Context: an optimization exercise on an open-source flow, tuned for small area, a short achievable clock period and few clock cycles. The choices shown serve that exercise and are no tape-out recipe. At most, simulation tests tie the RTL to the original design; equivalence was not proved. For runs 1 and 2, only the layout was checked, not whether the RTL still works. Power figures rest on the tool's default switching activity, not on a simulated workload.

--- run.sh ---
#!/bin/bash
# synth_recipe.tcl (not shown) runs the flow's synth.tcl, then flattens the netlist and writes it again
# the make line also repeats each setting of config.mk as NAME=value (left out here)
make -C /OpenROAD-flow-scripts/flow DESIGN_CONFIG=/design/flow/config.mk WORK_HOME=/design/flow/orfs CLKGATE_MAP_FILE= SYNTH_SCRIPT=/design/flow/synth_recipe.tcl finish
--- config.mk ---
export PLATFORM = sky130hd
export DESIGN_NAME = fb_codec
export DESIGN_NICKNAME = fb_codec
export VERILOG_FILES = /design/flow/design.v
export SDC_FILE = /design/flow/constraint.sdc
export NUM_CORES = 4
export LEC_CHECK = 0
export CAP_MARGIN = 20
export CORE_MARGIN = 2
export CORE_UTILIZATION = 40
export PLACE_DENSITY = 0.6
export SLEW_MARGIN = 20
--- constraint.sdc ---
create_clock -name core_clock -period 5.0 [get_ports {clk}]
set_input_delay 1.0000 -clock core_clock [delete_from_list [all_inputs] [get_ports {clk}]]
set_output_delay 1.0000 -clock core_clock [all_outputs]
set_load 0.01 [all_outputs]
--- design.v ---
module fb_codec (
    input  wire        clk,
    input  wire        rst,           
    input  wire        cmd_valid,
    output wire        cmd_ready,
    input  wire [7:0]  cmd_op,
    input  wire [15:0] cmd_len,
    input  wire [31:0] cmd_arg,
    input  wire [6:0]  req_flags,
    input  wire [63:0] req_addr,
    input  wire [15:0] req_rcount,
    input  wire [15:0] req_cid,
    input  wire [31:0] req_delay,
    input  wire        in_valid,
    output wire        in_ready,
    input  wire [7:0]  in_data,
    output wire        out_valid,
    input  wire        out_ready,
    output wire [7:0]  out_data,
    output wire        res_valid,
    input  wire        res_ready,
    output wire [7:0]  res_code,
    output wire [31:0] res_data
);
    localparam [1:0] M_PACK = 2'd0, M_UNPACK = 2'd1, M_CRC = 2'd2, M_CHECK = 2'd3;
    reg        pv;
    reg        p_str, p_hdr, p_zero, p_pay, p_f3, p_f4;
    reg [1:0]  p_mode;
    reg        p_any, p_f14, p_t8, p_t21, p_ill, p_chk0;
    reg [20:0] acc;
    reg [4:0]  n;
    reg        emode;           
    reg [15:0] in_rem;          
    reg        rem0, rem1;      
    reg        ob;              
    reg [1:0]  imode, nmode;
    reg        first;           
    reg        in_rdy;
    reg        cmd_rdy;
    reg        ins_okp;         
    reg [7:0]  crc, cb;
    reg        cfin, cfin_chk;
    reg [16:0] oc;              
    reg [3:0]  hp;
    reg        hl;              
    reg [7:0]  hbyte;
    reg        out_v;
    reg [7:0]  out_d;
    reg        res_pend, res_v;
    reg [1:0]  hacc;            
    reg        hout;            
    reg [22:0] rdata;
    reg [2:0]  rcode;
    function [7:0] crcf(input [7:0] c, input [7:0] b);
        integer k;
        reg [7:0] r;
        begin
            r = c;
            for (k = 0; k < 8; k = k + 1)
                r = (r[0] ^ b[k]) ? ((r >> 1) ^ 8'h8C) : (r >> 1);
            crcf = r;
        end
    endfunction
    function [7:0] rawb(input [3:0] j);
        begin
            case (j)
                4'd0:  rawb = req_addr[7:0];
                4'd1:  rawb = req_addr[15:8];
                4'd2:  rawb = req_addr[23:16];
                4'd3:  rawb = req_addr[31:24];
                4'd4:  rawb = req_addr[39:32];
                4'd5:  rawb = req_addr[47:40];
                4'd6:  rawb = req_addr[55:48];
                4'd7:  rawb = req_addr[63:56];
                4'd8:  rawb = req_rcount[7:0];
                4'd9:  rawb = req_rcount[15:8];
                4'd10: rawb = req_cid[7:0];
                4'd11: rawb = req_cid[15:8];
                4'd12: rawb = req_delay[7:0];
                4'd13: rawb = req_delay[15:8];
                4'd14: rawb = req_delay[23:16];
                default: rawb = req_delay[31:24];
            endcase
        end
    endfunction
    function [3:0] hnext(input [3:0] j, input f3, input f4);
        begin
            case (j)
                4'd0: hnext = 4'd1;   4'd1: hnext = 4'd2;   4'd2: hnext = 4'd3;
                4'd3: hnext = 4'd4;   4'd4: hnext = 4'd5;   4'd5: hnext = 4'd6;
                4'd6: hnext = 4'd7;   4'd7: hnext = f3 ? 4'd8 : 4'd12;
                4'd8: hnext = 4'd9;   4'd9: hnext = 4'd10;  4'd10: hnext = 4'd11;
                4'd11: hnext = 4'd12; 4'd12: hnext = 4'd13; 4'd13: hnext = 4'd14;
                default: hnext = 4'd15;
            endcase
        end
    endfunction
    function hislast(input [3:0] j, input f3, input f4);
        begin
            hislast = (j == 4'd15) || (j == 4'd11 && !f4) || (j == 4'd7 && !f3 && !f4);
        end
    endfunction
    wire d_pack   = (cmd_op == 8'h01);
    wire d_unpack = (cmd_op == 8'h02);
    wire d_t14    = (cmd_op == 8'h03);
    wire d_f14    = (cmd_op == 8'h04);
    wire d_t21    = (cmd_op == 8'h05);
    wire d_crc    = (cmd_op == 8'h08);
    wire d_check  = (cmd_op == 8'h09);
    wire d_enc    = (cmd_op == 8'h10);
    wire d_nop    = (cmd_op == 8'h00);
    wire d_len0   = (cmd_len == 16'd0);
    wire d_len1   = (cmd_len == 16'd1);
    wire d_hashdr = req_flags[2] | req_flags[3] | req_flags[4];
    wire d_pay    = req_flags[5] & !d_len0;
    wire d_hdr    = d_enc & d_hashdr;
    wire d_str    = ((d_pack | d_unpack | d_crc | d_check) & !d_len0) | (d_enc & !d_hashdr & d_pay);
    wire d_zero   = !d_hdr & !d_str;
    wire [1:0] d_mode = d_unpack ? M_UNPACK : d_crc ? M_CRC : d_check ? M_CHECK : M_PACK;
    wire d_ill    = !(d_nop | d_pack | d_unpack | d_t14 | d_f14 | d_t21 | d_crc | d_check | d_enc);
    wire [3:0] d_hfirst = req_flags[2] ? 4'd0 : req_flags[3] ? 4'd8 : 4'd12;
    wire [7:0] d_hbyte  = req_flags[2] ? req_addr[7:0] : req_flags[3] ? req_rcount[7:0] : req_delay[7:0];
    wire accept   = cmd_valid & cmd_rdy;
    wire out_free = !out_v | out_ready;
    wire can_emit = emode ? (n >= 5'd8) : (n >= 5'd7);
    wire emit     = out_free & can_emit;
    wire [20:0] acc_e = emit ? (emode ? (acc >> 8) : (acc >> 7)) : acc;
    wire free   = rem0 & !ob;
    wire hdr    = pv & p_hdr & free;
    wire h_last = hl;
    wire h_ins  = hdr & ins_okp & (!h_last | cmd_rdy);
    wire s_take = in_valid & in_rdy;
    wire s_last = ob | rem1;
    wire s_acc  = s_take & !imode[1];
    wire ins    = h_ins | s_acc;
    wire ins_u  = !h_ins & (imode == M_UNPACK);
    wire ins_last = h_ins ? (h_last & !p_pay) : s_last;
    function [15:0] incr(input [15:0] x);
        integer i;
        reg c;
        begin
            c = 1'b1;
            for (i = 0; i < 16; i = i + 1) begin
                incr[i] = x[i] ^ c;
                c = c & x[i];
            end
        end
    endfunction
    function [15:0] decr(input [15:0] x);
        integer i;
        reg b;
        begin
            b = 1'b1;
            for (i = 0; i < 16; i = i + 1) begin
                decr[i] = x[i] ^ b;
                b = b & !x[i];
            end
        end
    endfunction
    function [4:0] t_em(input [4:0] q, input u);
        integer i;
        begin
            t_em = q;
            for (i = 0; i < 22; i = i + 1)
                if (q == i) t_em = u ? ((i >= 8) ? i - 8 : i) : ((i >= 7) ? i - 7 : i);
        end
    endfunction
    function [4:0] t_ins(input [4:0] q, input u, input last);
        integer i;
        begin
            t_ins = q;
            for (i = 0; i < 22; i = i + 1)
                if (q == i)
                    t_ins = u ? (last ? ((i % 8 == 0) ? i : (i / 8) * 8 + 8) : i + 7)
                              : (last ? (((i + 8 + 6) / 7) * 7) : i + 8);
        end
    endfunction
    function [14:0] t_oh(input [4:0] q);
        integer i;
        begin
            t_oh = 15'd0;
            for (i = 0; i < 15; i = i + 1)
                if (q == i) t_oh[i] = 1'b1;
        end
    endfunction
    function [20:0] t_put(input [7:0] b, input [14:0] oh);
        integer j, k;
        begin
            t_put = 21'd0;
            for (j = 0; j < 21; j = j + 1)
                for (k = 0; k < 8; k = k + 1)
                    if (j - k >= 0 && j - k < 15)
                        t_put[j] = t_put[j] | (b[k] & oh[j - k]);
        end
    endfunction
    wire [4:0]  n_m   = t_em(n, emode);
    wire [14:0] oh0   = t_oh(n);
    wire [14:0] oh1   = t_oh(n_m);
    wire [2:0] rho = n[2:0];
    reg  [6:0] umask;
    always @* begin
        case (rho)
            3'd0: umask = 7'b0000000;
            3'd1: umask = 7'b1111111;
            3'd2: umask = 7'b0111111;
            3'd3: umask = 7'b0011111;
            3'd4: umask = 7'b0001111;
            3'd5: umask = 7'b0000111;
            3'd6: umask = 7'b0000011;
            default: umask = 7'b0000001;
        endcase
        if (!ins_last) umask = 7'b1111111;
    end
    wire [7:0]  ibyte = h_ins ? hbyte : ins_u ? {1'b0, in_data[6:0] & umask} : in_data;
    wire [20:0] acc_i = acc_e | t_put(ibyte, emit ? oh1 : oh0);
    wire [4:0]  ni0   = t_ins(n, ins_u, ins_last);
    wire [4:0]  ni1   = t_ins(n_m, ins_u, ins_last);
    wire [4:0]  n_i   = emit ? ni1 : ni0;
    wire [1:0]  inc   = ins_u ? ((n == 5'd0 || n == 5'd8) ? 2'd0 : 2'd1)
                              : ((n == 5'd0 || n == 5'd7) ? 2'd2 : 2'd1);
    wire        oc_c1 = inc[1] | (inc[0] & oc[0]);      
    wire [15:0] oc_hi = incr(oc[16:1]);
    wire [16:0] oc_i  = {oc_c1 ? oc_hi : oc[16:1], oc[0] ^ inc[0]};
    function [1:0] t_nb(input [4:0] q, input u);
        begin
            t_nb = u ? (q[4] ? 2'd2 : q[3] ? 2'd1 : 2'd0) : ((q == 5'd21) ? 2'd3 : 2'd2);
        end
    endfunction
    wire [1:0]  nbytes = emit ? t_nb(ni1, ins_u) : t_nb(ni0, ins_u);
    wire [7:0] crc_u = crcf(crc, cb);
    wire fin_ins  = ins & ins_last;
    wire fin_zero = accept & p_zero;
    wire fin      = fin_ins | fin_zero | cfin;
    wire out_v_n = emit | (out_v & !out_ready);
    wire [4:0] n_n = ins ? n_i : emit ? n_m : n;
    wire emode_n = ins ? ins_u : emode;
    wire res_pend_n = fin | (res_pend & !(res_v & res_ready));
    wire acc_str  = accept & (p_str | (p_hdr & p_pay));
    wire str_now  = free | s_take;               
    reg  [15:0] in_rem_n;
    reg         rem0_n, rem1_n, ob_n;
    reg  [1:0]  imode_n, nmode_n;
    always @* begin
        in_rem_n = in_rem; rem0_n = rem0; rem1_n = rem1; ob_n = ob;
        imode_n = imode; nmode_n = nmode;
        if (acc_str) begin
            in_rem_n = cmd_len; rem0_n = 1'b0; rem1_n = d_len1;
            nmode_n  = p_mode;
            if (str_now) begin
                imode_n = p_mode; ob_n = 1'b0;
            end else begin
                ob_n = 1'b1;
            end
        end else if (s_take) begin
            if (ob) begin
                ob_n = 1'b0; imode_n = nmode;
            end else begin
                in_rem_n = decr(in_rem);
                rem0_n   = rem1;
                rem1_n   = (in_rem == 16'd2);
            end
        end
    end
    wire cfin_n   = s_take & imode[1] & s_last;
    wire sf_n     = !res_pend_n;
    wire last_n   = ob_n | rem1_n;
    wire has_n    = !rem0_n | ob_n;
    wire okp_n    = (n_n <= 5'd13) & (!emode_n | (n_n == 5'd0));
    wire oku_n    = (n_n <= 5'd14) & (emode_n | (n_n == 5'd0));
    wire acc_ok_n = imode_n[1] | (imode_n[0] ? oku_n : okp_n);
    wire in_rdy_n = has_n & acc_ok_n & (!last_n | (sf_n & !cfin_n));
    wire pv_n     = cmd_valid & !accept;
    wire free_n   = rem0_n & !ob_n;
    wire hdr_n    = pv_n & d_hdr & free_n;
    wire [3:0] hp_n    = h_ins ? hnext(hp, p_f3, p_f4) : hdr ? hp : d_hfirst;
    wire [7:0] hbyte_n = h_ins ? rawb(hnext(hp, p_f3, p_f4)) : hdr ? hbyte : d_hbyte;
    wire hlast_n  = h_ins ? hislast(hnext(hp, p_f3, p_f4), p_f3, p_f4) : hdr ? hl : hislast(d_hfirst, req_flags[3], req_flags[4]);
    wire rdy_zero = free_n & !cfin_n & sf_n;
    wire rdy_str  = free_n | (rem1_n & !ob_n & in_rdy_n);
    wire rdy_hdr  = free_n & hlast_n & okp_n & (d_pay | (sf_n & !cfin_n));
    wire cmd_rdy_n = pv_n & (d_zero ? rdy_zero : d_str ? rdy_str : rdy_hdr);
    reg [22:0] rdata_n;
    reg [2:0]  rcode_n;
    reg [1:0]  hacc_n;
    reg        hout_n;
    always @* begin
        rdata_n  = rdata;
        rcode_n  = rcode;
        hacc_n   = (emit & (hacc != 2'd0)) ? hacc - 2'd1 : hacc;
        hout_n   = emit ? (hacc != 2'd0) : (hout & !out_ready);
        if (fin_ins) begin
            rdata_n  = {6'd0, oc_i};
            rcode_n  = 3'b000;
            hacc_n   = nbytes;
            hout_n   = out_v_n;
        end else if (cfin) begin
            if (cfin_chk) begin
                rdata_n = {6'd0, crc == cb, crc, cb};
                rcode_n = (crc == cb) ? 3'b000 : 3'b100;
            end else begin
                rdata_n = {15'd0, crc_u};
                rcode_n = 3'b000;
            end
        end else if (fin_zero) begin
            rdata_n  = {p_t21 ? cmd_arg[20:14] : 7'd0, 1'b0,
                        p_t21 ? cmd_arg[13:8] : 6'd0, p_t8 & cmd_arg[7],
                        p_f14 & cmd_arg[8], p_any ? cmd_arg[6:0] : 7'd0};
            rcode_n  = p_ill ? 3'b001 : p_chk0 ? 3'b011 : 3'b000;
        end
    end
    always @(posedge clk) begin
        out_d    <= emit ? (emode ? acc[7:0] : {1'b0, acc[6:0]}) : out_d;
        rdata    <= rdata_n;
        rcode    <= rcode_n;
        hp       <= hp_n;
        hl       <= hlast_n;
        hbyte    <= hbyte_n;
        in_rem   <= in_rem_n;
        nmode    <= nmode_n;
        if (s_take & imode[1]) begin
            crc <= first ? 8'd0 : crc_u;
            cb  <= in_data;
        end
        cfin_chk <= imode[0];
        p_str  <= d_str;  p_hdr <= d_hdr;  p_zero <= d_zero;  p_pay <= d_pay;
        p_f3   <= req_flags[3];  p_f4 <= req_flags[4];  p_mode <= d_mode;
        p_any  <= d_t14 | d_f14 | d_t21;  p_f14 <= d_f14;  p_t8 <= d_t14 | d_t21;
        p_t21  <= d_t21;  p_ill <= d_ill;  p_chk0 <= d_check & d_len0;
        if (rst) begin
            pv       <= 1'b0;
            acc      <= 21'd0;
            n        <= 5'd0;
            emode    <= 1'b0;
            rem0     <= 1'b1;
            rem1     <= 1'b0;
            ob       <= 1'b0;
            imode    <= M_PACK;
            first    <= 1'b1;
            in_rdy   <= 1'b0;
            cmd_rdy  <= 1'b0;
            ins_okp  <= 1'b1;
            cfin     <= 1'b0;
            oc       <= 17'd0;
            out_v    <= 1'b0;
            res_pend <= 1'b0;
            res_v    <= 1'b0;
            hacc     <= 2'd0;
            hout     <= 1'b0;
        end else begin
            pv       <= pv_n;
            acc      <= ins ? acc_i : acc_e;
            n        <= n_n;
            emode    <= emode_n;
            rem0     <= rem0_n;
            rem1     <= rem1_n;
            ob       <= ob_n;
            imode    <= imode_n;
            first    <= s_take ? s_last : first;
            in_rdy   <= in_rdy_n;
            cmd_rdy  <= cmd_rdy_n;
            ins_okp  <= okp_n;
            cfin     <= cfin_n;
            oc       <= fin_ins ? 17'd0 : ins ? oc_i : oc;
            out_v    <= out_v_n;
            res_pend <= res_pend_n;
            res_v    <= res_pend_n & (hacc_n == 2'd0) & !hout_n;
            hacc     <= hacc_n;
            hout     <= hout_n;
        end
    end
    assign cmd_ready = cmd_rdy;
    assign in_ready  = in_rdy;
    assign out_valid = out_v;
    assign out_data  = out_d;
    assign res_valid = res_v;
    assign res_code  = {5'd0, rcode};
    assign res_data  = {9'd0, rdata};
endmodule
==> impl_results.md, run 1 <==
* Status: complete, no violations
* DRT Pass-1 Iters at 6
* RSZ-0062 raised after global routing: false
* First-pass GRT wire length at 66000 microns
* Area growth, synth to finish at 26.9%
* Post-cts resize count at 0
* Initial Util at around two fifths
* Total number of cells along the worst setup path at 18
* Power Dens Cells at 202 nW/um^2
* Worst path cell trace: nor2b_1, nand3_1, nor2_2, buf_4, o21a_1, inv_1, ha_1, inv_1, o32ai_1, a32o_1, a221o_1, o21ai_1, o21bai_2, o311ai_2, nand4_1, a21oi_1, a211oi_2, a2111oi_2
* Count leader, synth: nor2_1
* DR vias/cell at ~6.1
* Critical path startpoint category: flip-flop
* Critical path fanouts, max at 12
* Worst setup endpoint: in_rdy$_SDFF_PP0_
* Final Hold Fails at 0
* Final #Nets at 1855
* Post-synthesis area per instance at 8.03 sq um
* CP max stage cell: dfxtp_1
* Final setup violation count at 0
* Register area share after synthesis at 33.2%
* CTS sink count at ~160
* Top post-synthesis cells by area: edfxtp_1, dfxtp_1, a21oi_1, nor2_1, nand2_1
* Clk root buf: clkbuf_16
* Max cap viols at 0
* Total track usage at 27.5%
* CP Capture Type: flip-flop
* R2R Setup Slk at 580 ps
* Buffers on Ports at 228
* Largest net degree at the start of global routing at 46
* RR Endpoint: in_rdy$_SDFF_PP0_
* Leakage at 5.19 nW
* Core ar. at 28600 sq um
* Overflow after GRT at 0
* Vias after detailed routing at 12300
* Post-synth design cell area at 11600 sq um
* Synth cell count leaders: nor2_1, nand2_1, a21oi_1
* Hold Crit Class: reg2reg
* Layout cells sized above 1 at just under 7%
* Number of synthesized flops with an enable pin at around 70
* Length in cells of the worst reg-to-reg path at 18
* FMAX at 226 MHz
* Iter 0 DRT Violations at 1195
* Period utilization at around nine tenths
* Maximum vdd drop at 233 uV
* Main synth FF type: dfxtp_1
* Worst path max stage delay at 420 ps
* CP startpoint: rem0$_SDFF_PP1_
* Clock latency on the worst-skew pair at 440 ps
* Number of global-route vias before repair at 11700
* Clock Skew at 17.0 ps
* FFs w/ async S/R, synth at 0%
* WL per Instance at 21.3 microns
* Req. time, crit path at 5320 ps
* Top delay family on crit path: compound AO/OA/AOI/OAI gates
* Final design utilization at 51.4%
* # H-tree levels at 4
* Largest area contributor in the netlist: edfxtp_1
* WP buf/inv at 3
* Hold_buf cts at 0
* Final Wtd Congestion at 0.987
* Placed wire-length estimate at 32600 microns
* Chip Width at 174 microns
* RR Startpoint: rem0$_SDFF_PP1_
* Routed Antenna Nets at 0
* N_diodes at 0
* WL final at 42800 microns
* Tmin final at approximately 4400 ps
* DR DRC count at 0
* Setup TNS at 0 ps
* Critical setup path kind: reg2reg
* Initial antenna violation count at 1
* Slew headroom at ~28%
* Worst-margin pin slew at 1070 ps
* Crit path DAT at between 4000 and 5000 ps
* Total CTS buffers at 17
* #FFs+latches synth at 157
* Distinct cells, synth at 88
* Worst-path clk slew at roughly 70 ps
* Cells after Synth at 1445
* CTS tree: done
* Clk buf depth at 2
* Area share of the largest cell type after synthesis at 18.4%
* Die ar. at 30400 sq um
* Hold_sp: imode[0]$_SDFF_PP0_
* Max-slew violation count at 0
* Row cnt at 62
* Die height at between 150 and 200 microns
* Top Ports at 257
* Most frequent CP cell: inv_1
* YS warnings at 1
* Post-CTS Setup Bufs at 0
==> placed cells by master (no fill, tap or decap), types with 10 or more instances in the layout <==
cell and count:
and3_1 10, clkdlybuf4s50_1 228, a222oi_1 18, dfxtp_1 86
a22o_1 11, a211oi_1 16, nor4_1 11, o21ai_1 16
conb_1 14, and2_1 10, o22ai_1 16, nand2b_1 14
clkbuf_16 17, o21ai_0 69, a221oi_1 38, nand2_1 151
o211ai_1 15, a31oi_1 17, xnor2_1 27, nor2_1 171
a32oi_1 11, a32o_1 10, inv_1 35, nor3_1 21
edfxtp_1 71, a21oi_1 135, buf_4 47, ha_1 35
mux2i_1 55, nand4_1 11, nand3_1 42, nor2b_1 26
a22oi_1 25
==> sequential cells by signal, indices dropped and copies added, names as in the netlist, 2 cells and up <==
signal and count:
n 5, p_mode 2, in_rem 16, rdata 23, crc 8, cb 8
rcode 3, oc 17, imode 2, acc 21, hacc 2, hbyte 8
hp 4, nmode 2, out_d 8
==> per-stage QoR <==
stage / instance area (sq um) / instances / setup WS, ps / hold WS [ps] / total power [mW]
after floorplan: 11600 / 1458 / 1240 / 357 / 1.52
after global placement: 14200 / 1980 / 747 / 389 / 1.74
after detailed placement: 14200 / 1980 / 684 / 391 / 1.74
after CTS: 14700 / 2012 / 636 / 404 / 2.98
after global routing: 14700 / 2012 / 233 / 426 / 3.06
final: 14700 / 2012 / 578 / 409 / 2.97
==> worst reg2reg max path: stages, from the launching register on <==
cell,delay (ps)
dfxtp_1,420
nor2b_1,190
nand3_1,140
nor2_2,170
buf_4,220
o21a_1,230
inv_1,80
ha_1,350
inv_1,310
o32ai_1,130
a32o_1,260
a221o_1,260
o21ai_1,370
o21bai_2,100
o311ai_2,160
nand4_1,210
a21oi_1,340
a211oi_2,150
a2111oi_2,230
==> kinds of logic after synthesis <==
family	share of synthesized area [%]
flops	33.2
compound gates	28.9
other cells	0.0323
simple gates	19.8
fa+ha+maj	3.77
buf+inv	6.61
mux	5.42
xor+xnor	2.26
==> metal layers <==
metal	vias to the layer above	GRT usage (%)	wire (microns)
li1	5740	-	-
met1	5755	34.7	17400
met2	650	46.1	20000
met3	111	5.25	3600
met4	2	11.5	1820
met5	-	0	13
==> report_power, final <==
part	leakage, nW	switching [mW]	total, mW	internal (mW)
Clock	0.275	0.601	1.26	0.657
Combinational	3.51	0.158	0.353	0.195
Sequential	1.40	0.0107	1.36	1.35
Total	5.19	0.770	2.97	2.20
==> worst min path at each step <==
stage,to,depth (start not counted)
4_1_cts,cfin_chk$_DFF_P_,0
3_3_place_gp,cfin_chk$_DFF_P_,0
2_1_floorplan,cfin_chk$_DFF_P_,0
5_1_grt,cfin_chk$_DFF_P_,0
3_5_place_dp,cfin_chk$_DFF_P_,0
6_report,cfin_chk$_DFF_P_,0
==> area by class of cell <==
class / count / area, sq um
fillers: 2765 / 13900
multi-input cells: 1125 / 7050
flip-flops and latches: 157 / 3850
repair buffers: 275 / 2640
well taps: 384 / 480
clock buffers: 18 / 429
inverters: 39 / 146
clock inverters: 14 / 126
==> inputs of run 2 (changes only) <==
--- a/config.mk
+++ b/config.mk
@@ -10,3 +10,4 @@
 export CORE_UTILIZATION = 40
 export PLACE_DENSITY = 0.6
+export SETUP_SLACK_MARGIN = 2.5
 export SLEW_MARGIN = 20
==> impl_results.md, run 2 <==
* Worst-margin pin slew at 865 ps
* CP Capture Type: flip-flop
* Largest net degree at the start of global routing at 44
* RSZ-0062 raised after global routing: true
* Die height at 174 microns
* Die ar. at a little over 30000 sq um
* Critical setup path kind: reg2reg
* Main synth FF type: dfxtp_1
* First-pass GRT wire length at about 68000 microns
* WL per Instance at 21.1 microns
* CTS sink count at 157
* Total track usage at ~28%
* Largest register FFs at 23
* Tmin final at roughly 3500 ps
* Final setup violation count at 0
* Number of synthesized flops with an enable pin at 71
* Critical path fanouts, max at 6
* Biggest register: rdata
* #FFs+latches synth at 157
* Clk root buf: clkbuf_16
* Worst-path clk slew at 70 ps
* WL final at 44200 microns
* Area growth, synth to finish at 46.4%
* FFs w/ async S/R, synth at 0%
* Max cap viols at 0
* Initial antenna violation count at 1
* Hold_buf cts at 0
* Cells after Synth at 1445
* Buffers on Ports at around 230
* Worst slack, placed at 905 ps
* Hold Crit Class: reg2reg
* Req. time, crit path at 5310 ps
* Total CTS buffers at 17
* Worst setup margin at 1470 ps
* Largest registers: rdata x23, acc x21, oc x17
* Power, Total at 2.98 mW
* Max-slew violation count at 0
* Fillers at about 2500
* Slew headroom at 42.3%
* Maximum vdd drop at 227 uV
* Power Dens Cells at 176 nW/um^2
* DR vias/cell at about 6
* Placed wire-length estimate at 32000 microns
* Final #Nets at 1939
* Most common cell after layout, fill and taps aside: clkdlybuf4s50_1
* Top Ports at 257
* Initial Util at 40.5%
* Final design utilization at roughly 59%
* Core ar. at 28600 sq um
* Largest area contributor in the netlist: edfxtp_1
* Period utilization at a little over two thirds
* Most frequent cells in the layout: clkdlybuf4s50_1, nor2_1, nand2_1
* YS warnings at 1
* Overflow after GRT at 0
* Final Hold Fails at 0
* Area share of the largest cell type after synthesis at 18.4%
* CTS tree: done
* Post-synth design cell area at 11600 sq um
* FMAX at roughly 280 MHz
* Routed Antenna Nets at 0
* Synth cell count leaders: nor2_1, nand2_1, a21oi_1
* Clock latency on the worst-skew pair at 430 ps
* Count leader, synth: nor2_1
* Row cnt at between 60 and 70
* Iter 0 DRT Violations at 1265
* Leakage at 5.88 nW
* Top post-synthesis cells by area: edfxtp_1, dfxtp_1, a21oi_1, nor2_1, nand2_1
* Clk buf depth at 2
* Layout cells sized above 1 at roughly 22%
* Distinct cells, synth at 88
* Clock Skew at between 10 and 15 ps
* Number of global-route vias before repair at 12500
* # H-tree levels at 4
* Chip Width at 174 microns
* Crit path DAT at 3840 ps
* Post-synthesis area per instance at 8.03 sq um
* DRT Pass-1 Iters at 6
* Final Wtd Congestion at 1.00
* Vias after detailed routing at 12800
* DR DRC count at 0
* Setup TNS at 0 ps
* Critical path startpoint category: flip-flop
* Register area share after synthesis at 33.2%
* Status: complete, no violations
-- run 2: cell counts after synthesis --
No cell type changed its count.
-- run 2: per-stage QoR --
stage / hold slack [ps] / instances / cell area [sq um]
after floorplan: 357 / 1458 / 12500
after global placement: 385 / 1973 / 14800
after detailed placement: 380 / 1973 / 14800
after CTS: 397 / 2067 / 16400
after global routing: 407 / 2097 / 17000
final: 399 / 2097 / 17000
-- run 2: per-layer routing --
layer	part of all wire [%]	vias to the layer above	global-route usage [%]
li1	-	5907	-
met1	40	6064	34.8
met2	48	680	47.4
met3	8.1	132	5.86
met4	4.3	0	13.1
met5	0	-	0
-- run 2: cell type report --
type                       instances  area, sq um  share of cell area (%)
tap                              384          480                    2.83
clock inverter                    14          126                   0.744
timing repair inverter             1         5.00                  0.0295
multi-input combinational       1126         8390                    49.4
antenna                            1         2.50                  0.0147
inverter                          39          190                    1.12
clock buffer                      18          429                    2.53
timing repair buffer             357         3470                    20.5
sequential                       157         3890                    22.9
-- run 2: power by group --
group / internal (mW) / total, mW / switching, mW
Combinational: 0.220 / 0.394 / 0.173
Clock: 0.654 / 1.24 / 0.583
Sequential: 1.35 / 1.35 / 0.00865
Total: 2.22 / 2.98 / 0.765
-- run 2: worst paths after layout --
check | startpoint | slack, ps | depth (start not counted) | end
min reg2reg | imode[0]$_SDFF_PP0_ | 400 | 0 | cfin_chk$_DFF_P_
min | imode[0]$_SDFF_PP0_ | 400 | 0 | cfin_chk$_DFF_P_
max | rem0$_SDFF_PP1_ | 1470 | 20 | in_rdy$_SDFF_PP0_
max reg2reg | rem0$_SDFF_PP1_ | 1470 | 20 | in_rdy$_SDFF_PP0_
-- run 2: cell families (layout without fill, tap and decap cells) --
kind of cell               Yosys count  in the layout  synth area share (%)
AOI/OAI and AO/OA                  485            485                  28.9
xor gates and xnor gates            30             30                  2.26
adders and majority gates           35             35                  3.77
buffers and inverters              176            429                  6.61
DFF                                157            157                  33.2
muxes                               60             60                  5.42
other                                1             15                0.0323
and+or+nand+nor                    501            502                  19.8
-- run 2: critical path, cell delays in order (launching register included) --
cell and delay (ps):
dfxtp_4 360, nor2b_4 150, nand3_2 100, nor2_4 130, buf_4 120, buf_12 90, o21a_4 180, ha_4 250
buf_4 150, nand3b_1 70, mux2i_1 80, a21oi_1 200, o22ai_1 100, o21ai_1 230, a31oi_1 110, buf_4 170
o21bai_4 200, nand4_1 180, a211oi_2 240, a211oi_2 80, a2111oi_2 230
-- run 2: what timing repair did --
action / 4_1_cts / 5_1_grt
endpoints found under the setup margin: 114 / 94
gates resized for setup: 130 / 72
gates cloned: 2 / 2
setup buffers: 60 / 27
pin swaps: 41 / 43
==> inputs of run 3 (changes only) <==
--- a/design.v
+++ b/design.v
@@ -43,11 +43,9 @@
     reg [16:0] oc;              
     reg [3:0]  hp;
-    reg        hl;              
     reg [7:0]  hbyte;
     reg        out_v;
     reg [7:0]  out_d;
     reg        res_pend, res_v;
-    reg [1:0]  hacc;            
-    reg        hout;            
+    reg [2:0]  hbytes;          
     reg [22:0] rdata;
     reg [2:0]  rcode;
@@ -86,12 +84,7 @@
     function [3:0] hnext(input [3:0] j, input f3, input f4);
         begin
-            case (j)
-                4'd0: hnext = 4'd1;   4'd1: hnext = 4'd2;   4'd2: hnext = 4'd3;
-                4'd3: hnext = 4'd4;   4'd4: hnext = 4'd5;   4'd5: hnext = 4'd6;
-                4'd6: hnext = 4'd7;   4'd7: hnext = f3 ? 4'd8 : 4'd12;
-                4'd8: hnext = 4'd9;   4'd9: hnext = 4'd10;  4'd10: hnext = 4'd11;
-                4'd11: hnext = 4'd12; 4'd12: hnext = 4'd13; 4'd13: hnext = 4'd14;
-                default: hnext = 4'd15;
-            endcase
+            if (j == 4'd7)       hnext = f3 ? 4'd8 : 4'd12;
+            else if (j == 4'd11) hnext = 4'd12;
+            else                 hnext = j + 4'd1;
         end
     endfunction
@@ -125,8 +118,9 @@
     wire can_emit = emode ? (n >= 5'd8) : (n >= 5'd7);
     wire emit     = out_free & can_emit;
+    wire [4:0]  n_e   = emit ? (n - (emode ? 5'd8 : 5'd7)) : n;
     wire [20:0] acc_e = emit ? (emode ? (acc >> 8) : (acc >> 7)) : acc;
     wire free   = rem0 & !ob;
     wire hdr    = pv & p_hdr & free;
-    wire h_last = hl;
+    wire h_last = hislast(hp, p_f3, p_f4);
     wire h_ins  = hdr & ins_okp & (!h_last | cmd_rdy);
     wire s_take = in_valid & in_rdy;
@@ -136,66 +130,5 @@
     wire ins_u  = !h_ins & (imode == M_UNPACK);
     wire ins_last = h_ins ? (h_last & !p_pay) : s_last;
-    function [15:0] incr(input [15:0] x);
-        integer i;
-        reg c;
-        begin
-            c = 1'b1;
-            for (i = 0; i < 16; i = i + 1) begin
-                incr[i] = x[i] ^ c;
-                c = c & x[i];
-            end
-        end
-    endfunction
-    function [15:0] decr(input [15:0] x);
-        integer i;
-        reg b;
-        begin
-            b = 1'b1;
-            for (i = 0; i < 16; i = i + 1) begin
-                decr[i] = x[i] ^ b;
-                b = b & !x[i];
-            end
-        end
-    endfunction
-    function [4:0] t_em(input [4:0] q, input u);
-        integer i;
-        begin
-            t_em = q;
-            for (i = 0; i < 22; i = i + 1)
-                if (q == i) t_em = u ? ((i >= 8) ? i - 8 : i) : ((i >= 7) ? i - 7 : i);
-        end
-    endfunction
-    function [4:0] t_ins(input [4:0] q, input u, input last);
-        integer i;
-        begin
-            t_ins = q;
-            for (i = 0; i < 22; i = i + 1)
-                if (q == i)
-                    t_ins = u ? (last ? ((i % 8 == 0) ? i : (i / 8) * 8 + 8) : i + 7)
-                              : (last ? (((i + 8 + 6) / 7) * 7) : i + 8);
-        end
-    endfunction
-    function [14:0] t_oh(input [4:0] q);
-        integer i;
-        begin
-            t_oh = 15'd0;
-            for (i = 0; i < 15; i = i + 1)
-                if (q == i) t_oh[i] = 1'b1;
-        end
-    endfunction
-    function [20:0] t_put(input [7:0] b, input [14:0] oh);
-        integer j, k;
-        begin
-            t_put = 21'd0;
-            for (j = 0; j < 21; j = j + 1)
-                for (k = 0; k < 8; k = k + 1)
-                    if (j - k >= 0 && j - k < 15)
-                        t_put[j] = t_put[j] | (b[k] & oh[j - k]);
-        end
-    endfunction
-    wire [4:0]  n_m   = t_em(n, emode);
-    wire [14:0] oh0   = t_oh(n);
-    wire [14:0] oh1   = t_oh(n_m);
-    wire [2:0] rho = n[2:0];
+    wire [2:0] rho = n_e[2:0];                  
     reg  [6:0] umask;
     always @* begin
@@ -213,19 +146,14 @@
     end
     wire [7:0]  ibyte = h_ins ? hbyte : ins_u ? {1'b0, in_data[6:0] & umask} : in_data;
-    wire [20:0] acc_i = acc_e | t_put(ibyte, emit ? oh1 : oh0);
-    wire [4:0]  ni0   = t_ins(n, ins_u, ins_last);
-    wire [4:0]  ni1   = t_ins(n_m, ins_u, ins_last);
-    wire [4:0]  n_i   = emit ? ni1 : ni0;
-    wire [1:0]  inc   = ins_u ? ((n == 5'd0 || n == 5'd8) ? 2'd0 : 2'd1)
-                              : ((n == 5'd0 || n == 5'd7) ? 2'd2 : 2'd1);
-    wire        oc_c1 = inc[1] | (inc[0] & oc[0]);      
-    wire [15:0] oc_hi = incr(oc[16:1]);
-    wire [16:0] oc_i  = {oc_c1 ? oc_hi : oc[16:1], oc[0] ^ inc[0]};
-    function [1:0] t_nb(input [4:0] q, input u);
-        begin
-            t_nb = u ? (q[4] ? 2'd2 : q[3] ? 2'd1 : 2'd0) : ((q == 5'd21) ? 2'd3 : 2'd2);
-        end
-    endfunction
-    wire [1:0]  nbytes = emit ? t_nb(ni1, ins_u) : t_nb(ni0, ins_u);
+    wire [20:0] acc_i = acc_e | ({13'd0, ibyte} << n_e);
+    wire [4:0]  n_p   = n_e + 5'd8;
+    wire [4:0]  n_pl  = (n_p <= 5'd14) ? 5'd14 : 5'd21;               
+    wire [4:0]  n_ul  = (rho == 3'd0) ? n_e : {n_e[4:3], 3'b000} + 5'd8;  
+    wire [4:0]  n_i   = ins_u ? (ins_last ? n_ul : n_e + 5'd7) : (ins_last ? n_pl : n_p);
+    wire [1:0]  inc   = ins_u ? ((n_e == 5'd0 || n_e == 5'd8) ? 2'd0 : 2'd1)
+                              : ((n_e == 5'd0 || n_e == 5'd7) ? 2'd2 : 2'd1);
+    wire [16:0] oc_i  = oc + {15'd0, inc};
+    wire [1:0]  nbytes = ins_u ? (n_ul[4] ? 2'd2 : n_ul[3] ? 2'd1 : 2'd0)
+                               : ((n_pl == 5'd21) ? 2'd3 : 2'd2);
     wire [7:0] crc_u = crcf(crc, cb);
     wire fin_ins  = ins & ins_last;
@@ -233,5 +161,5 @@
     wire fin      = fin_ins | fin_zero | cfin;
     wire out_v_n = emit | (out_v & !out_ready);
-    wire [4:0] n_n = ins ? n_i : emit ? n_m : n;
+    wire [4:0] n_n = ins ? n_i : n_e;
     wire emode_n = ins ? ins_u : emode;
     wire res_pend_n = fin | (res_pend & !(res_v & res_ready));
@@ -256,5 +184,5 @@
                 ob_n = 1'b0; imode_n = nmode;
             end else begin
-                in_rem_n = decr(in_rem);
+                in_rem_n = in_rem - 16'd1;
                 rem0_n   = rem1;
                 rem1_n   = (in_rem == 16'd2);
@@ -275,5 +203,5 @@
     wire [3:0] hp_n    = h_ins ? hnext(hp, p_f3, p_f4) : hdr ? hp : d_hfirst;
     wire [7:0] hbyte_n = h_ins ? rawb(hnext(hp, p_f3, p_f4)) : hdr ? hbyte : d_hbyte;
-    wire hlast_n  = h_ins ? hislast(hnext(hp, p_f3, p_f4), p_f3, p_f4) : hdr ? hl : hislast(d_hfirst, req_flags[3], req_flags[4]);
+    wire hlast_n  = hislast(hp_n, req_flags[3], req_flags[4]);
     wire rdy_zero = free_n & !cfin_n & sf_n;
     wire rdy_str  = free_n | (rem1_n & !ob_n & in_rdy_n);
@@ -282,17 +210,17 @@
     reg [22:0] rdata_n;
     reg [2:0]  rcode_n;
-    reg [1:0]  hacc_n;
-    reg        hout_n;
+    reg [2:0]  hbytes_n;
     always @* begin
         rdata_n  = rdata;
         rcode_n  = rcode;
-        hacc_n   = (emit & (hacc != 2'd0)) ? hacc - 2'd1 : hacc;
-        hout_n   = emit ? (hacc != 2'd0) : (hout & !out_ready);
+        hbytes_n = hbytes;
+        if (out_v & out_ready & (hbytes != 3'd0))
+            hbytes_n = hbytes - 3'd1;
         if (fin_ins) begin
             rdata_n  = {6'd0, oc_i};
             rcode_n  = 3'b000;
-            hacc_n   = nbytes;
-            hout_n   = out_v_n;
+            hbytes_n = {1'b0, nbytes} + {2'd0, out_v_n};
         end else if (cfin) begin
+            hbytes_n = 3'd0;
             if (cfin_chk) begin
                 rdata_n = {6'd0, crc == cb, crc, cb};
@@ -303,4 +231,5 @@
             end
         end else if (fin_zero) begin
+            hbytes_n = 3'd0;
             rdata_n  = {p_t21 ? cmd_arg[20:14] : 7'd0, 1'b0,
                         p_t21 ? cmd_arg[13:8] : 6'd0, p_t8 & cmd_arg[7],
@@ -314,5 +243,4 @@
         rcode    <= rcode_n;
         hp       <= hp_n;
-        hl       <= hlast_n;
         hbyte    <= hbyte_n;
         in_rem   <= in_rem_n;
@@ -345,6 +273,5 @@
             res_pend <= 1'b0;
             res_v    <= 1'b0;
-            hacc     <= 2'd0;
-            hout     <= 1'b0;
+            hbytes   <= 3'd0;
         end else begin
             pv       <= pv_n;
@@ -364,7 +291,6 @@
             out_v    <= out_v_n;
             res_pend <= res_pend_n;
-            res_v    <= res_pend_n & (hacc_n == 2'd0) & !hout_n;
-            hacc     <= hacc_n;
-            hout     <= hout_n;
+            res_v    <= res_pend_n & (hbytes_n == 3'd0);
+            hbytes   <= hbytes_n;
         end
     end
--- a/config.mk
+++ b/config.mk
@@ -10,4 +10,3 @@
 export CORE_UTILIZATION = 40
 export PLACE_DENSITY = 0.6
-export SETUP_SLACK_MARGIN = 2.5
 export SLEW_MARGIN = 20
==> impl_results.md, run 3 <==
* Status: complete, no violations
* Core ar. at 24400 sq um
* Worst-margin pin slew at 856 ps
* Layout cells sized above 1 at 9.27%
* Critical setup path kind: in2reg
* Maximum vdd drop at 229 uV
* Clock Skew at roughly 13 ps
* Top Ports at 257
* Max-slew violation count at 0
* Most frequent cells in the layout: clkdlybuf4s50_1, nand2_1, nor2_1
* Period utilization at 94.3%
* CP Capture Type: flip-flop
* Hold Crit Class: reg2reg
* Placed wire-length estimate at 25200 microns
* Routed Antenna Nets at 0
* Register area share after synthesis at 38.1%
* Clk root buf: clkbuf_16
* Leakage at 4.85 nW
* RR Startpoint: emode$_SDFF_PP0_
* Largest net degree at the start of global routing at 38
* Initial Util at 40.8%
* Final design utilization at between 50% and 60%
* Hold Worst Slack at between 400 and 500 ps
* Post-synthesis area per instance at 8.50 sq um
* CTS sink count at 156
* DRT Pass-1 Iters at 6
* GR peak layer: met2
* Clock latency on the worst-skew pair at 430 ps
* Crit path DAT at between 5000 and 6000 ps
* Final instance area at 13300 sq um
* Number of global-route vias before repair at 9611
* DR vias/cell at 5.63
* Clk buf depth at 2
* Biggest register: rdata
* Total track usage at about a quarter
* Number of synthesized flops with an enable pin at 67
* Iter 0 DRT Violations at between 800 and 900
* Area share of the largest cell type after synthesis at 20.2%
* Final Hold Fails at 0
* Critical path startpoint category: primary input
* Grt met2 use at a little over two fifths
* Most common cell after layout, fill and taps aside: clkdlybuf4s50_1
* Met3 Use GR at 5.18%
* DR DRC count at 0
* Final setup violation count at 0
* First-pass GRT wire length at 51300 microns
* Worst slack, placed at -163 ps
* Slew headroom at approximately 43%
* Chip Width at 162 microns
* Row cnt at 57
* Worst setup margin at 285 ps
* Area growth, synth to finish at 34.0%
* Largest register FFs at 23
* #FFs+latches synth at 156
* Overflow after GRT at 0
* WL final at 32500 microns
* Final #Nets at roughly 1600
* Largest registers: rdata x23, acc x21, oc x17
* Count leader, synth: nand2_1
* Final Wtd Congestion at 0.911
* Distinct cells, synth at just under 100
* YS warnings at 1
* CTS tree: done
* Vias after detailed routing at 9773
* Synth cell count leaders: nand2_1, nor2_1, a21oi_1, o21ai_0, dfxtp_1
* Total CTS buffers at 17
* Power Dens Cells at around 230 nW/um^2
* Die ar. at between 20000 and 30000 sq um
* Max cap viols at 0
* Hold_buf cts at 0
* Placement Cell Area at 12700 sq um
* Die height at about 160 microns
* Worst-path clk slew at 70 ps
* FMAX at between 200 and 250 MHz
* Cells after Synth at approximately 1200
* Top post-synthesis cells by area: edfxtp_1, dfxtp_1, nand2_1, a21oi_1, o21ai_0
* N_diodes at 0
* Fillers at 2311
* Buffers on Ports at 228
* Post-CTS Setup Bufs at 0
* Main synth FF type: dfxtp_1
* Req. time, crit path at 5360 ps
* Largest area contributor in the netlist: edfxtp_1
* FFs w/ async S/R, synth at 0%
* # H-tree levels at 4
* Setup TNS at 0 ps
* Initial antenna violation count at 0
* Critical path fanouts, max at 5
* Post-synth design cell area at 9950 sq um
* CP startpoint: out_ready
* Post-cts resize count at 0
* Hold_sp: imode[0]$_SDFF_PP0_
* Met1 usage at 30.6%
* WL per Instance at 18.7 microns
* Tmin final at roughly 4700 ps
run 3: cell count changes in the layout (fill, tap and decap cells not counted), sizes merged, moves of 15 or more:
cell / change
xor2: +20
nor2: -60
ha: -19
a221oi: -20
xnor2: +16
a21oi: -40
buf: -76
mux2i: -15
run 3: worst paths after layout:
check,endpoint,slack [ps],cells after the start
hold / removal,cfin_chk$_DFF_P_,420,0
setup reg to reg,oc[16]$_SDFFE_PP0N_,330,20
hold reg to reg,cfin_chk$_DFF_P_,420,0
setup / recovery,oc[16]$_SDFFE_PP0N_,290,20
run 3: worst max-delay path, stage by stage:
cell and delay [ps]:
clkdlybuf4s50_1 470, buf_4 110, nor2b_1 40, buf_4 150, o31ai_2 300, a21oi_1 160, nor4b_4 160, a21oi_1 140
ha_1 180, inv_1 50, fa_1 370, nand3b_1 200, nor2_1 200, and3_1 240, and3_1 210, and3_1 180
nand3_1 100, or2_2 340, or3_1 350, a21oi_1 130
run 3: per-stage QoR:
stage	power (mW)	instances
2_1_floorplan	1.50	1184
5_1_grt	3.11	1737
3_3_place_gp	1.71	1705
6_report	3.01	1737
3_5_place_dp	1.71	1705
4_1_cts	3.03	1737
run 3: logic make-up (layout without fill, tap and decap cells):
logic type	count (synthesis)	in the layout	share of synthesized area (%)
AOI/OAI and AO/OA	349	349	22.9
xor gates and xnor gates	66	66	5.81
adders and majority gates	19	19	2.51
buffers and inverters	106	335	4.90
DFF	156	156	38.1
muxes	46	46	4.78
other	1	14	0.0377
and+or+nand+nor	428	428	20.9
run 3: final cells by class:
cell class	instances	area, sq um	share of cell area [%]
timing repair buffer	279	2670	20.0
multi-input combinational	922	5780	43.3
clock inverter	15	171	1.29
tap	324	405	3.04
clock buffer	17	425	3.19
inverter	24	92.6	0.694
sequential	156	3790	28.5
run 3: per-layer routing:
metal | part of all wire (%) | vias to the layer above
li1 | - | 4738
met4 | 2.7 | 0
met1 | 42 | 4611
met5 | 0 | -
met2 | 49 | 372
met3 | 6.5 | 52
run 3: power by group:
part	switching, mW	leakage (nW)	internal, mW	total, mW
Combinational	0.142	3.18	0.192	0.334
Clock	0.578	0.294	0.754	1.33
Sequential	0.00950	1.38	1.34	1.35
Total	0.730	4.85	2.28	3.01
Testbench counts of run 3, summed over its fixed seeds: cycles 30,538.

==> what the ideal ports hide <==
In the flow no input, the clock included, has a driving cell. The finished layouts below were timed again as built, in two steps.
Step 1: set_driving_cell puts a clkbuf_16 on clk and a buf_2 on each other input, an assumption about the parent block.
Step 2, shift: input delay + t, output delay - t, t = (earliest + latest rising clock arrival at the registers) / 2. This alone moves slack from input paths to output paths.
Three values: no drivers, after step 1, after step 2; two values: the first two.
run	shift t [ns]	setup WS [ns]	slew at the worst register clock pin (ns)
run 1	0.478	0.578 / 0.578 / 0.578	0.08 / 0.08
run 2	0.470	1.471 / 1.471 / 1.471	0.07 / 0.07
run 3	0.468	0.285 / 0.305 / -0.162	0.07 / 0.07
Met with ideal ports but missed after step 2: setup timing in run 3. The setup slack of run 3, which loses most, moves by +0.020 ns with the drivers and by -0.447 ns with both steps.
